Source: an optimization exercise on an open RTL-to-GDS flow (aim: small area, a short achievable clock period and few clock cycles per item). Production flows keep margins and buffers that such runs may drop. Function not checked in this run: the RTL went through the layout flow alone. No activity file was given, so power comes from the tool's default toggle rates.

## flow/design.v

```verilog
module fpc_sink (
    input  wire        clk,
    input  wire        rst,
    input  wire        in_valid,
    output wire        in_ready,
    input  wire [31:0] in_data,       
    input  wire [2:0]  in_nbytes,     
    input  wire        in_sop,        
    input  wire        in_eop,        
    input  wire        in_fd,         
    input  wire        in_keep,       
    output reg         out_valid,
    input  wire        out_ready,
    output wire [10:0] out_apid,
    output wire [2:0]  out_ver,
    output wire        out_type,
    output wire        out_shf,
    output wire [1:0]  out_sf,
    output wire [13:0] out_cnt,
    output wire [16:0] out_len,
    output wire [31:0] out_rx,
    output wire        out_short,
    output wire        out_long,
    output wire        out_no_trailer,
    output reg         out_crc_fail,
    output reg         out_saved,
    output wire [15:0] out_crc_rx,
    output wire [15:0] out_crc_calc,
    output wire        out_fd,
    output wire        out_group_end,
    output reg  [31:0] cnt_saved,
    output reg  [31:0] cnt_crcfail
);
    function [15:0] crc_rem48(input [47:0] v);
        reg [47:0] r;
        integer k;
        begin
            r = v;
            for (k = 47; k >= 16; k = k - 1)
                if (r[k])
                    r[k-16 +: 17] = r[k-16 +: 17] ^ 17'h11021;
            crc_rem48 = r[15:0];
        end
    endfunction
    reg        rdy;           
    reg        b_v;
    reg [31:0] b_data;
    reg [2:0]  b_nb;
    reg        b_sop, b_eop, b_fd, b_keep;
    assign in_ready = rdy;
    wire acc = in_valid & rdy;
    reg [2:0]  hc;            
    reg [31:0] hdr;           
    reg [16:0] len;           
    reg [16:0] rem;           
    reg        shrt;          
    reg        lng;           
    reg        nt;            
    reg [31:0] rx;
    reg [7:0]  trl_hi, trl_lo;
    reg        r_fd, r_keep;
    assign out_ver        = hdr[31:29];
    assign out_type       = hdr[28];
    assign out_shf        = hdr[27];
    assign out_apid       = hdr[26:16];
    assign out_sf         = hdr[15:14];
    assign out_cnt        = hdr[13:0];
    assign out_group_end  = hdr[15];
    assign out_len        = len;
    assign out_rx         = rx;
    assign out_short      = shrt;
    assign out_long       = lng;
    assign out_no_trailer = nt;
    assign out_crc_rx     = {trl_hi, trl_lo};
    assign out_fd         = r_fd;
    wire [7:0] lane0 = b_data[31:24];
    wire [7:0] lane1 = b_data[23:16];
    wire [7:0] lane2 = b_data[15:8];
    wire [7:0] lane3 = b_data[7:0];
    function [7:0] lane(input [31:0] d, input [2:0] i);
        case (i[1:0])
            2'd0: lane = d[31:24];
            2'd1: lane = d[23:16];
            2'd2: lane = d[15:8];
            default: lane = d[7:0];
        endcase
    endfunction
    wire [2:0] hc0  = b_sop ? 3'd0 : hc;
    wire       hopen = (hc0 != 3'd6);
    wire [2:0] hneed = 3'd6 - hc0;                        
    wire [2:0] a     = !hopen ? 3'd0 : ((b_nb < hneed) ? b_nb : hneed);
    wire [2:0] m     = b_nb - a;                           
    wire [2:0] hc1   = hc0 + a;
    function hb_in(input [2:0] n, input [2:0] h0, input [2:0] nb);
        hb_in = (h0 <= n) && ({1'b0, n} < {1'b0, h0} + {1'b0, nb});
    endfunction
    wire       got4  = hb_in(3'd4, hc0, b_nb);
    wire       got5  = hb_in(3'd5, hc0, b_nb);
    wire [7:0] byte4 = got4 ? lane(b_data, 3'd4 - hc0) : len[15:8];
    wire [7:0] byte5 = lane(b_data, 3'd5 - hc0);
    wire [15:0] lenf_new = {byte4, byte5};
    wire       hdone = got5;                               
    wire [16:0] len_new = {1'b0, lenf_new} + 17'd1;
    wire [16:0] q     = hdone ? len_new : rem;             
    wire        shrt0 = b_sop ? 1'b1 : shrt;
    wire        lng0  = b_sop ? 1'b0 : lng;
    wire        nt0   = hdone ? (lenf_new == 16'd0) : nt;
    wire [2:0]  qs    = (q[16:3] != 14'd0) ? 3'd7 : q[2:0];
    wire [2:0]  qp    = (qs >= 3'd2) ? qs - 3'd2 : 3'd0;
    wire [2:0]  p     = !shrt0 ? 3'd0 : ((m < qp) ? m : qp);
    wire        th_in = shrt0 && (qs >= 3'd2) && (qp < m);    
    wire        tl_in = shrt0 && !nt0 && (qs - 3'd1 < m);      
    wire [2:0]  th_ln = a + qs - 3'd2;
    wire [2:0]  tl_ln = a + qs - 3'd1;
    wire        fill_full = shrt0 && (m != 3'd0) && ({14'd0, m} >= q);
    wire        over  = (m != 3'd0) && (!shrt0 || ({14'd0, m} > q));
    wire [32:0] rx_sum = {1'b0, (b_sop ? 32'd0 : rx)} + {30'd0, m};
    wire [31:0] rx_new = rx_sum[32] ? 32'hFFFF_FFFF : rx_sum[31:0];
    wire [31:0] d_al  = b_data << {a[1:0], 3'b000};
    wire [31:0] d_msk = {(p > 3'd0) ? 8'hFF : 8'h00, (p > 3'd1) ? 8'hFF : 8'h00,
                         (p > 3'd2) ? 8'hFF : 8'h00, (p > 3'd3) ? 8'hFF : 8'h00};
    reg [31:0] c_data;
    reg [4:0]  c_p;           
    reg        c_sop, c_eop;
    reg [15:0] crc;
    assign out_crc_calc = crc;
    wire [47:0] cx = {crc ^ c_data[31:16], c_data[15:0], 16'd0};
    wire [47:0] cv = ({48{c_p[0]}} & (cx >> 32)) |
                     ({48{c_p[1]}} & (cx >> 24)) |
                     ({48{c_p[2]}} & (cx >> 16)) |
                     ({48{c_p[3]}} & (cx >> 8))  |
                     ({48{c_p[4]}} & cx);
    wire [15:0] crc_nx = crc_rem48(cv);
    reg        d_v;
    wire       v_fill  = (hdr[26:16] == 11'h7FF);
    wire       v_ok    = !nt && ({trl_hi, trl_lo} == crc);
    wire       v_fail  = shrt ? 1'b0 : !v_ok;
    wire       v_saved = shrt ? 1'b0 : (v_ok || r_keep);
    always @(posedge clk) begin
        b_data <= in_data;
        b_nb   <= in_nbytes;
        b_sop  <= in_sop;
        b_eop  <= in_eop;
        b_fd   <= in_fd;
        b_keep <= in_keep;
        if (b_v) begin
            hc <= hc1;
            if (hb_in(3'd0, hc0, b_nb)) hdr[31:24] <= lane(b_data, 3'd0 - hc0);
            if (hb_in(3'd1, hc0, b_nb)) hdr[23:16] <= lane(b_data, 3'd1 - hc0);
            if (hb_in(3'd2, hc0, b_nb)) hdr[15:8]  <= lane(b_data, 3'd2 - hc0);
            if (hb_in(3'd3, hc0, b_nb)) hdr[7:0]   <= lane(b_data, 3'd3 - hc0);
            if (hdone)
                len <= len_new;
            else if (got4)
                len[15:8] <= byte4;
            rem  <= q - {14'd0, m};
            shrt <= shrt0 && !fill_full;
            lng  <= lng0 || over;
            nt   <= nt0;
            rx   <= rx_new;
            if (b_sop) begin
                trl_hi <= 8'd0;
                trl_lo <= 8'd0;
            end else begin
                if (th_in) trl_hi <= lane(b_data, th_ln);
                if (tl_in) trl_lo <= lane(b_data, tl_ln);
            end
            if (b_eop) begin
                r_fd   <= b_fd;
                r_keep <= b_keep;
            end
        end
        c_data <= d_al & d_msk;
        c_p    <= b_v ? (5'd1 << p) : 5'd1;
        c_sop  <= b_v && b_sop;
        c_eop  <= b_v && b_eop;
        if (c_sop)
            crc <= 16'hFFFF;
        else
            crc <= crc_nx;
        if (d_v && !v_fill) begin
            out_crc_fail <= v_fail;
            out_saved    <= v_saved;
        end
        if (rst) begin
            rdy         <= 1'b1;
            b_v         <= 1'b0;
            c_sop       <= 1'b0;
            c_eop       <= 1'b0;
            d_v         <= 1'b0;
            out_valid   <= 1'b0;
            cnt_saved   <= 32'd0;
            cnt_crcfail <= 32'd0;
        end else begin
            b_v <= acc;
            d_v <= c_eop;
            if (acc && in_eop)
                rdy <= 1'b0;
            if (out_valid && out_ready) begin
                out_valid <= 1'b0;
                rdy       <= 1'b1;
            end
            if (d_v) begin
                if (v_fill) begin
                    rdy <= 1'b1;
                end else begin
                    out_valid <= 1'b1;
                    if (v_fail && cnt_crcfail != 32'hFFFF_FFFF)
                        cnt_crcfail <= cnt_crcfail + 32'd1;
                    if (v_saved && cnt_saved != 32'hFFFF_FFFF)
                        cnt_saved <= cnt_saved + 32'd1;
                end
            end
        end
    end
endmodule
```

## flow/run.sh

```bash
#!/bin/bash
# synth_recipe.tcl (not shown) runs the flow's synth.tcl, then flattens the netlist and writes it again
# the make line also repeats each setting of config.mk as NAME=value (left out here)
make -C /OpenROAD-flow-scripts/flow DESIGN_CONFIG=/design/flow/config.mk WORK_HOME=/design/flow/orfs CLKGATE_MAP_FILE= SYNTH_SCRIPT=/design/flow/synth_recipe.tcl finish
```

## flow/config.mk

```make
export PLATFORM = sky130hd
export DESIGN_NAME = fpc_sink
export DESIGN_NICKNAME = fpc_sink
export VERILOG_FILES = /design/flow/design.v
export SDC_FILE = /design/flow/constraint.sdc
export NUM_CORES = 4
export LEC_CHECK = 0
export CAP_MARGIN = 20
export CORE_MARGIN = 2
export CORE_UTILIZATION = 40
export SLEW_MARGIN = 20
```

## flow/constraint.sdc

```tcl
create_clock -name core_clock -period 8.0 [get_ports {clk}]
set_input_delay 1.6000 -clock core_clock [delete_from_list [all_inputs] [get_ports {clk}]]
set_output_delay 1.6000 -clock core_clock [all_outputs]
set_load 0.01 [all_outputs]
```

==> summary.txt <==
[per-layer routing]
layer | GRT usage [%] | share of wire (%)
met1 | 30.95 | 43
met3 | 4.371 | 7.8
met5 | 0 | 0
met4 | 7.503 | 2.3
met2 | 37.05 | 46
[report_power, final]
| group | internal (mW) | switching [mW] | total (mW) |
|---|---|---|---|
| combinational | 1.14 | 1.38 | 2.52 |
| sequential | 1.74 | 0.207 | 1.95 |
| clock | 0.938 | 0.647 | 1.58 |
| total | 3.82 | 2.23 | 6.05 |
[stage by stage]
stage	power (mW)	util (%)
2_1_floorplan	3.851	-
3_3_place_gp	4.451	47.50
3_5_place_dp	4.479	47.50
4_1_cts	6.085	50.42
5_1_grt	6.418	50.47
6_report	6.050	50.47
[cells by family after synthesis]
kind of cell / share of synthesized area [%]
AND/OR/NAND/NOR: 18.53
AO/OA/AOI/OAI: 14.07
flip-flops: 42.96
XOR/XNOR: 13.81
buffers and inverters: 3.773
multiplexers: 4.136
adder cells (fa/ha/maj): 2.724
[flip-flops by register name, summed over array words and instances (netlist names), 3 cells and up]
| name | flops |
|---|---|
| b_data | 32 |
| b_nb | 3 |
| c_data | 32 |
| c_p | 5 |
| cnt_crcfail | 32 |
| cnt_saved | 32 |
| crc | 16 |
| hc | 3 |
| hdr | 32 |
| len | 17 |
| rem | 17 |
| rx | 32 |
| trl_hi | 8 |
| trl_lo | 8 |
[placed cells by master, fill, tap and decap left out, types with 6 or more instances in the layout]
| master | synthesis | routed |
|---|---|---|
| or3_1 | 15 | 15 |
| a21o_1 | 7 | 7 |
| ha_1 | 28 | 28 |
| o21ai_0 | 75 | 74 |
| nor4_1 | 10 | 10 |
| nor2_1 | 160 | 160 |
| o22ai_1 | 18 | 18 |
| a221oi_1 | 17 | 17 |
| a222oi_1 | 27 | 27 |
| a221o_1 | 12 | 12 |
| o22a_1 | 8 | 8 |
| nor3_1 | 33 | 33 |
| inv_6 | 0 | 6 |
| xor2_1 | 127 | 127 |
| xnor2_1 | 120 | 120 |
| and3_1 | 20 | 20 |
| edfxtp_1 | 124 | 124 |
| buf_4 | 2 | 27 |
| clkbuf_16 | 0 | 37 |
| nand4_1 | 22 | 22 |
| clkdlybuf4s50_1 | 0 | 227 |
| mux2i_1 | 60 | 60 |
| nor2b_1 | 24 | 23 |
| inv_1 | 57 | 57 |
| nand2b_1 | 31 | 31 |
| nand3_1 | 60 | 60 |
| o2111a_1 | 8 | 8 |
| clkbuf_1 | 61 | 7 |
| a21oi_1 | 84 | 81 |
| nand2_1 | 170 | 170 |
| dfxtp_1 | 162 | 160 |
| nand4bb_1 | 9 | 9 |
| and2_1 | 9 | 9 |
[layout make-up]
cell class	instances	area, um^2	area share [%]
inverter	57	214.0	1.062
clock buffer	49	1021	5.068
timing repair buffer	255	2480	12.31
multi-input combinational	1277	8662	43.00
clock inverter	15	141.4	0.7019
sequential	286	6969	34.60
tap	525	656.9	3.261
[worst paths after layout]
kind	end	slack (ns)	depth (start not counted)
worst max-delay path	c_data[14]	0.62	26
worst min register to register	r_keep	0.40	0
worst min-delay path	r_keep	0.40	0
worst max register to register	c_data[14]	0.62	26
==> results.yml <==
drt:
  routed_wl_um: 48760
  firstDrtPassIters: 7
  vias: 13660
  vias_per_cell: 5.544
  drt_iter0_markers: 1413
  wl_per_cell_um: 19.79
  postRouteAntennaNets: 0
  route.detailed.drc: 0
placed_design:
  dpl.hpwl_um: 35910
  dp_cells: 2400
  place_congestion: 0.8766
  port_buffers: 228
  dpl_worst_slack_ns: 0.4668
  place_area_um2: 18960
sta:
  setup_ws_ns: 0.6185
  holdWs_ns: 0.4007
  finClkSkew_ns: 0.01507
  hold_viol: 0
  max_freq_mhz: 135.5
  setup_viol: 0
  timing.final.crit_share_pct: 92.27
  slew_violations: 0
  finalSetupTns_ns: 0
  tightestPinTransition_ns: 0.9879
  slew_headroom_pct: 34.14
  period_minus_slack_ns: 7.381
cts:
  root_buffer: "clkbuf_16"
  cts_tree: "yes"
  numCtsBuffers: 35
  cts_setup_buffers: 0
  post_cts_resized: 0
  hold_buffers: 0
  clkTransAtPathRegs_ns: 0.06
  clk_latency_ns: 0.55
  cts.path.max_buffers: 3
  clock_sinks: 286
  htree_levels: 2
synthesis:
  yosysTopAreaCellShare_pct: 22.96
  ys_types: 95
  synth_edf_count: 124
  synth-async-reset-ratio_pct: 0
  synth_cells: 1710
  synth_common_cells: "nand2_1 (170), dfxtp_1 (162), nor2_1 (160), xor2_1 (127), edfxtp_1 (124)"
  syn_nets: 1785
  yosys.cell_count.top_type: "nand2_1"
  syn_avg_cell_area_um2: 9.483
  ys_seq_area_share_pct: 42.96
  synth_area_um2: 16220
  synth-seq-cells: 286
  synth_top_area_cell: "edfxtp_1"
  synthTopCellsByArea: "edfxtp_1 (23%), dfxtp_1 (20%), xor2_1 (6.9%), xnor2_1 (6.5%), nand2_1 (3.9%)"
  yosysWarningCount: 1
  ys.flop_type: "dfxtp_1"
flow_run:
  drv_cap: 0
worst_setup_path:
  critical_path.top_delay_family: "compound AO/OA/AOI/OAI gates"
  r2r_start: "hc[0]"
  arrival_ns: 7.78
  cp_max_fo: 14
  critPathLaunch: "hc[0]"
  crit_buf_inv: 3
  cp_data_required_time_ns: 8.40
  worst_path_max_delay_cell: "a221oi_2"
  cpPeakStageDelay_ns: 0.66
  cp-end-kind: "flip-flop"
  crit_type: "flip-flop to flip-flop"
  start_kind: "flip-flop"
grt:
  grt_pass1_wl_um: 75340
  grt_use_total_pct: 22.96
  antenna_found_initial: 0
  grt_pass1_vias: 13125
  grt_max_degree: 77
  grt.overflow.total: 0
die:
  core.rowCount: 73
  die_h_um: 205.3
  ios: 229
  die_x_um: 205.3
  die_area_um2: 42160
  initial_utilization_pct: 40.63
  core_area_um2: 39910
power:
  p_leak_nw: 7.385
  p_per_area_nw_per_um2: 300.3
  vdd_drop_max_v: 0.0002164
finish:
  nNetsFinal: 1987
  final_area_um2: 20140
  drive_gt1_share_pct: 6.447
  final_cells: 2464
  syn2layout_area_growth_pct: 24.23
  num_antenna_cells: 0
  nFillCells: 3673
min_path:
  hp-class: "flip-flop to flip-flop"
  worstHoldStart: "b_keep"
outcome:
  status: "complete, no violations"

## what the ideal ports hide
Ports are ideal in the flow. The routed layout listed here was re-timed in OpenROAD.
Step 1 (the two cells are an assumption about what drives the block):
set clk [get_ports {clk}]
set_driving_cell -lib_cell sky130_fd_sc_hd__clkbuf_16 $clk
set_driving_cell -lib_cell sky130_fd_sc_hd__buf_2 [delete_from_list [all_inputs] $clk]
Step 2 also shifts input and output timing later by t, the mid clock arrival at the registers, as if the neighbouring blocks saw the same clock.
a / b / c = ideal / step 1 / step 2; a / b = the first two.
t, ns: 0.595
setup slack, ns: 0.619 / 0.619 / 0.619
worst setup path at the end: register to register
clock arrival spread, ns: 0.015 / 0.015
After both steps setup and hold are still met in this run. For this run, drivers alone change the setup slack by 0.000 ns; drivers and shift together by 0.000 ns.
